Source: an optimization exercise on an open RTL-to-GDS flow (aim: small area, a short achievable clock period and few clock cycles per item). Production flows keep margins and buffers that such runs may drop.
In this exercise RTL edits were held to simulation tests only and were not proved equivalent to the original.
Power is estimated from default activity; no workload was simulated.

Design wd0_core, start of the top module:
module wd0_core (
    input  wire        clk,
    input  wire        rst,
    input  wire        cmd_valid,
    output wire        cmd_ready,
    input  wire [1:0]  cmd_op,
    input  wire [7:0]  cmd_addr,
    input  wire [15:0] cmd_data,
    output wire        rsp_valid,
    output wire [7:0]  rsp_res,
    output wire [7:0]  rsp_rdata,
    output wire [7:0]  rsp_a,
    output wire [7:0]  rsp_x,
    output wire [7:0]  rsp_y,
    output wire [7:0]  rsp_sp,
    output wire [7:0]  rsp_p,
    output wire [15:0] rsp_pc
);
For scale: roughly 5800 cells after synthesis, ~2400 flip-flops, about 100 I/O pins, ~90000 um^2 of cells after synthesis.
Settings: LEC_CHECK=0, CAP_MARGIN=20, CORE_MARGIN=2, CORE_UTILIZATION=60, CTS_CLUSTER_DIAMETER=80, CTS_CLUSTER_SIZE=24, SETUP_SLACK_MARGIN=5, SLEW_MARGIN=20, SYNTH_MEMORY_MAX_BITS=4096; clock period 9.0 ns.
standard.sh (not shown) runs the stock make flow with config.mk's settings and CLKGATE_MAP_FILE= SYNTH_SCRIPT=/design/flow/synth_recipe.tcl, a recipe that flattens the netlist after the stock synthesis.
==> flow/flow/run.sh <==
#!/bin/bash
set -euo pipefail
bash standard.sh SETUP_SLACK_MARGIN=6.0 \
    "BUFFER_PORTS_ARGS=-buffer_cell sky130_fd_sc_hd__buf_2" finish > standard.log 2>&1
Testbench counts at the start, summed over its fixed seeds: cycles 24,073, items 24,000.
==> next run, changes <==
--- a/flow/design.v
+++ b/flow/design.v
@@ -103,25 +103,31 @@
         r_rsp   <= fire && !rst;
         r_cop   <= cmd_op;
         r_data  <= cmd_data;
         r_sel   <= cmd_addr[2:0];
         r_maddr <= c_maddr;
     end
     reg [3:0] s1_q [0:15];              
     reg [1:0] s2_q [0:3];               
+    wire       c_mem = cmd_op[0] ^ cmd_op[1];
+    wire [7:0] c_lin = c_mem ? cmd_addr : cmd_data[7:0];
     genvar gs;
     generate
         for (gs = 0; gs < 16; gs = gs + 1) begin : sel1
+            wire [3:0] stk = (base_m[7:4] == gs) ? (4'd1 << base_m[1:0]) : 4'd0;
+            wire [3:0] lin = (c_lin[7:4] == gs) ? (4'd1 << c_lin[1:0]) : 4'd0;
             always @(posedge clk)
-                s1_q[gs] <= (c_maddr[7:4] == gs) ? (4'd1 << c_maddr[1:0]) : 4'd0;
+                s1_q[gs] <= c_pop ? stk : lin;
         end
         for (gs = 0; gs < 4; gs = gs + 1) begin : sel2
+            wire [1:0] stk = (base_m[7:6] == gs) ? base_m[3:2] : 2'd0;
+            wire [1:0] lin = (c_lin[7:6] == gs) ? c_lin[3:2] : 2'd0;
             always @(posedge clk)
-                s2_q[gs] <= (c_maddr[7:6] == gs) ? c_maddr[3:2] : 2'd0;
+                s2_q[gs] <= c_pop ? stk : lin;
         end
     endgenerate
     reg        e_v;
     reg  [1:0] e_cop;
     reg [15:0] e_data;
     reg  [2:0] e_sel;
     reg  [7:0] e_maddr;
     reg  [7:0] e_rd;
After rerunning: Setup slack is worse by 86 ps; design area stays flat; fmax is lower by a few percent; routed wire length is higher by a few percent; hold slack stays flat; clock-buffer cell count is lower by 16; flip-flop and latch count stays the same; combinational power hardly moves; power is lower slightly; synthesized cell count is higher slightly; die area barely changes; clock power stays flat.
Testbench counts after the change, summed over its fixed seeds: cycles 24,073, items 24,000.

* * *

job 101:
Another version of the RTL of wd0_core (not shown whole).
For scale: ~4,900 cells after synthesis, roughly 2,300 flip-flops, roughly 100 I/O pins, about 90,000 sq um of cells after synthesis.
==> flow/design.v (excerpt) <==
module wd0_core (
    input  wire        clk,
    input  wire        rst,
    input  wire        cmd_valid,
    output wire        cmd_ready,
    input  wire [1:0]  cmd_op,
    input  wire [7:0]  cmd_addr,
    input  wire [15:0] cmd_data,
    output wire        rsp_valid,
    output wire [7:0]  rsp_res,
    output wire [7:0]  rsp_rdata,
    output wire [7:0]  rsp_a,
    output wire [7:0]  rsp_x,
    output wire [7:0]  rsp_y,
    output wire [7:0]  rsp_sp,
    output wire [7:0]  rsp_p,
    output wire [15:0] rsp_pc
);
    localparam [1:0] CMD_EXEC   = 2'd0;
    localparam [1:0] CMD_MEM_WR = 2'd1;
    localparam [1:0] CMD_MEM_RD = 2'd2;
    localparam [1:0] CMD_REG_WR = 2'd3;
    localparam [5:0] OP_LDA = 6'd0,  OP_LDX = 6'd1,  OP_LDY = 6'd2;
    localparam [5:0] OP_STA = 6'd3,  OP_STX = 6'd4,  OP_STY = 6'd5;
    localparam [5:0] OP_TAX = 6'd6,  OP_TAY = 6'd7,  OP_TXA = 6'd8;
    localparam [5:0] OP_TYA = 6'd9,  OP_TSX = 6'd10, OP_TXS = 6'd11;
    localparam [5:0] OP_PHA = 6'd12, OP_PHP = 6'd13, OP_PLA = 6'd14;
    localparam [5:0] OP_PLP = 6'd15, OP_AND = 6'd16, OP_EOR = 6'd17;
    localparam [5:0] OP_ORA = 6'd18, OP_BIT = 6'd19, OP_INC = 6'd20;
    localparam [5:0] OP_INX = 6'd21, OP_INY = 6'd22, OP_DEX = 6'd23;
    localparam [5:0] OP_DEY = 6'd24, OP_ASL = 6'd25, OP_LSR = 6'd26;
    localparam [5:0] OP_ROL = 6'd27, OP_ROR = 6'd28, OP_CLC = 6'd29;
    localparam [5:0] OP_CLD = 6'd30, OP_CLI = 6'd31, OP_CLV = 6'd32;
    localparam [5:0] OP_SEC = 6'd33, OP_SED = 6'd34, OP_SEI = 6'd35;
    localparam [5:0] OP_NOP = 6'd36;
    localparam [5:0] OP_FIRST_UNIMPL = 6'd37;
    localparam FC = 0, FZ = 1, FI = 2, FD = 3, FB = 4, FV = 6, FN = 7;
    reg [7:0]  a_q, x_q, y_q, sp_q, p_q;
    reg [15:0] pc_q;
    reg        rsp_valid_q;
    reg [7:0]  res_q;
    reg [7:0]  rdata_q;
    reg  ready_q;
    assign cmd_ready = ready_q;
    wire fire = cmd_valid && ready_q;
    reg  [7:0]  fsp_q;                  
    reg         r_v;                    
    reg  [1:0]  r_cop;
    reg  [15:0] r_data;
    reg  [2:0]  r_sel;
    reg  [7:0]  r_maddr;
    wire [7:0] x_n_e;                   
    wire [5:0] c_op = cmd_data[15:10];
    wire       c_exec = (cmd_op == CMD_EXEC);
    wire       c_push = c_exec && (c_op == OP_PHA || c_op == OP_PHP);
  ...
clock: 9.0 ns
lec_check: 0
cap_margin: 20
core_margin: 2
core_utilization: 60
cts_cluster_diameter: 80
cts_cluster_size: 24
setup_slack_margin: 5
slew_margin: 20
synth_memory_max_bits: 4096
==> flow/flow/run.sh <==
#!/bin/bash
set -euo pipefail
bash standard.sh SETUP_SLACK_MARGIN=5.8 finish > standard.log 2>&1
Testbench counts of job 101, summed over its fixed seeds: cycles 24,073, items 24,000.
--- input diff job 101..job 102 ---
diff --git a/flow/design.v b/flow/design.v
--- a/flow/design.v
+++ b/flow/design.v
@@ -97,31 +97,31 @@
             r_txs_late <= fire && c_txs && r_modx;
         end
     end
     reg r_rsp, e_rsp;
     always @(posedge clk) begin
         r_v     <= fire;
         r_rsp   <= fire && !rst;
         r_cop   <= cmd_op;
         r_data  <= cmd_data;
         r_sel   <= cmd_addr[2:0];
         r_maddr <= c_maddr;
     end
-    reg [1:0] s1_q [0:15];              
+    reg [3:0] s1_q [0:15];              
     reg [1:0] s2_q [0:3];               
     genvar gs;
     generate
         for (gs = 0; gs < 16; gs = gs + 1) begin : sel1
             always @(posedge clk)
-                s1_q[gs] <= (c_maddr[7:4] == gs) ? c_maddr[1:0] : 2'd0;
+                s1_q[gs] <= (c_maddr[7:4] == gs) ? (4'd1 << c_maddr[1:0]) : 4'd0;
         end
         for (gs = 0; gs < 4; gs = gs + 1) begin : sel2
             always @(posedge clk)
                 s2_q[gs] <= (c_maddr[7:6] == gs) ? c_maddr[3:2] : 2'd0;
         end
     endgenerate
     reg        e_v;
     reg  [1:0] e_cop;
     reg [15:0] e_data;
     reg  [2:0] e_sel;
     reg  [7:0] e_maddr;
     reg  [7:0] e_rd;
@@ -135,26 +135,26 @@
     wire [7:0] l2 [0:15];
     wire [7:0] l3 [0:3];
     genvar gi;
     generate
         for (gi = 0; gi < 256; gi = gi + 1) begin : row
             reg [7:0] q;
             always @(posedge clk)
                 if (!w_hi_n[gi / 16] && !w_lo_n[gi % 16])
                     q <= w_data;
             assign l0[gi] = q;
         end
         for (gi = 0; gi < 64; gi = gi + 1) begin : rd1
-            assign l1[gi] = s1_q[gi/4][1] ? (s1_q[gi/4][0] ? l0[4*gi+3] : l0[4*gi+2])
-                                          : (s1_q[gi/4][0] ? l0[4*gi+1] : l0[4*gi]);
+            assign l1[gi] = ({8{s1_q[gi/4][3]}} & l0[4*gi+3]) | ({8{s1_q[gi/4][2]}} & l0[4*gi+2]) |
+                            ({8{s1_q[gi/4][1]}} & l0[4*gi+1]) | ({8{s1_q[gi/4][0]}} & l0[4*gi]);
         end
         for (gi = 0; gi < 16; gi = gi + 1) begin : rd2
             assign l2[gi] = s2_q[gi/4][1] ? (s2_q[gi/4][0] ? l1[4*gi+3] : l1[4*gi+2])
                                           : (s2_q[gi/4][0] ? l1[4*gi+1] : l1[4*gi]);
         end
         for (gi = 0; gi < 4; gi = gi + 1) begin : rd3
             assign l3[gi] = r_maddr[5] ? (r_maddr[4] ? l2[4*gi+3] : l2[4*gi+2])
                                        : (r_maddr[4] ? l2[4*gi+1] : l2[4*gi]);
         end
     endgenerate
     wire [7:0] arr_rd = r_maddr[7] ? (r_maddr[6] ? l3[3] : l3[2])
                                    : (r_maddr[6] ? l3[1] : l3[0]);
Job 102 finished every stage and its layout cleared the timing, DRC and antenna checks. Job 102 vs. job 101: clock buffer and inverter area fraction after layout essentially unchanged, cell area lower, switching part of the total power went up by 0.21 points. Die: job 102 smaller than job 101. Share of power burned in the clock network essentially unchanged between job 101 and job 102. Against job 101, total number of sequential cells in job 102 rose slightly. | total power | job 102 vs job 101 | ≈ equal |. The slack of the worst reg-to-reg path on job 102 is in line with that on job 101. Job 102 vs job 101, main combinational cell family by area after synthesis: compound AO/OA/AOI/OAI gates vs multiplexers. On first-iteration DRC count, job 101 beats job 102. On number of antenna diodes, the higher figure sits with job 102, not job 101. Changes observed in job 102 relative to job 101: worst-case setup margin in the final layout rose by 0.018 ns, clock buffer instance count of the final layout saw an increase, worst hold margin neither gained nor lost much.
Testbench counts of job 102, summed over its fixed seeds: cycles 24,073, items 24,000.

## port drivers added, routing unchanged
How much do the figures lean on ideal ports? The routed layouts below were timed once more, with nothing changed but the port constraints.
Step 1: set_driving_cell puts a clkbuf_16 on clk and a buf_2 on each other input, an assumption about the parent block.
Step 2 times the ports against the registers' clock, not the clock port: input delays grow and output delays shrink by t, the midpoint of the rising clock arrivals with the driver on.
Three values: no drivers, after step 1, after step 2; two values: the first two.
run	t (ns)	setup WS [ns]	slew at the worst register clock pin (ns)	worst data-port slew with drivers (ns)
the first run of note 1	0.855	5.909 / 5.853 / 5.093	0.10 / 0.10	0.06
the second run of note 1	0.853	5.823 / 5.823 / 5.202	0.10 / 0.10	0.13
job 101	0.843	5.719 / 5.638 / 5.104	0.10 / 0.10	0.05
job 102	0.854	5.737 / 5.652 / 5.061	0.10 / 0.10	0.17
After both steps every run listed still meets setup and hold. For the first run of note 1, which loses most, drivers alone change the setup slack by -0.056 ns; drivers and shift together by -0.816 ns.
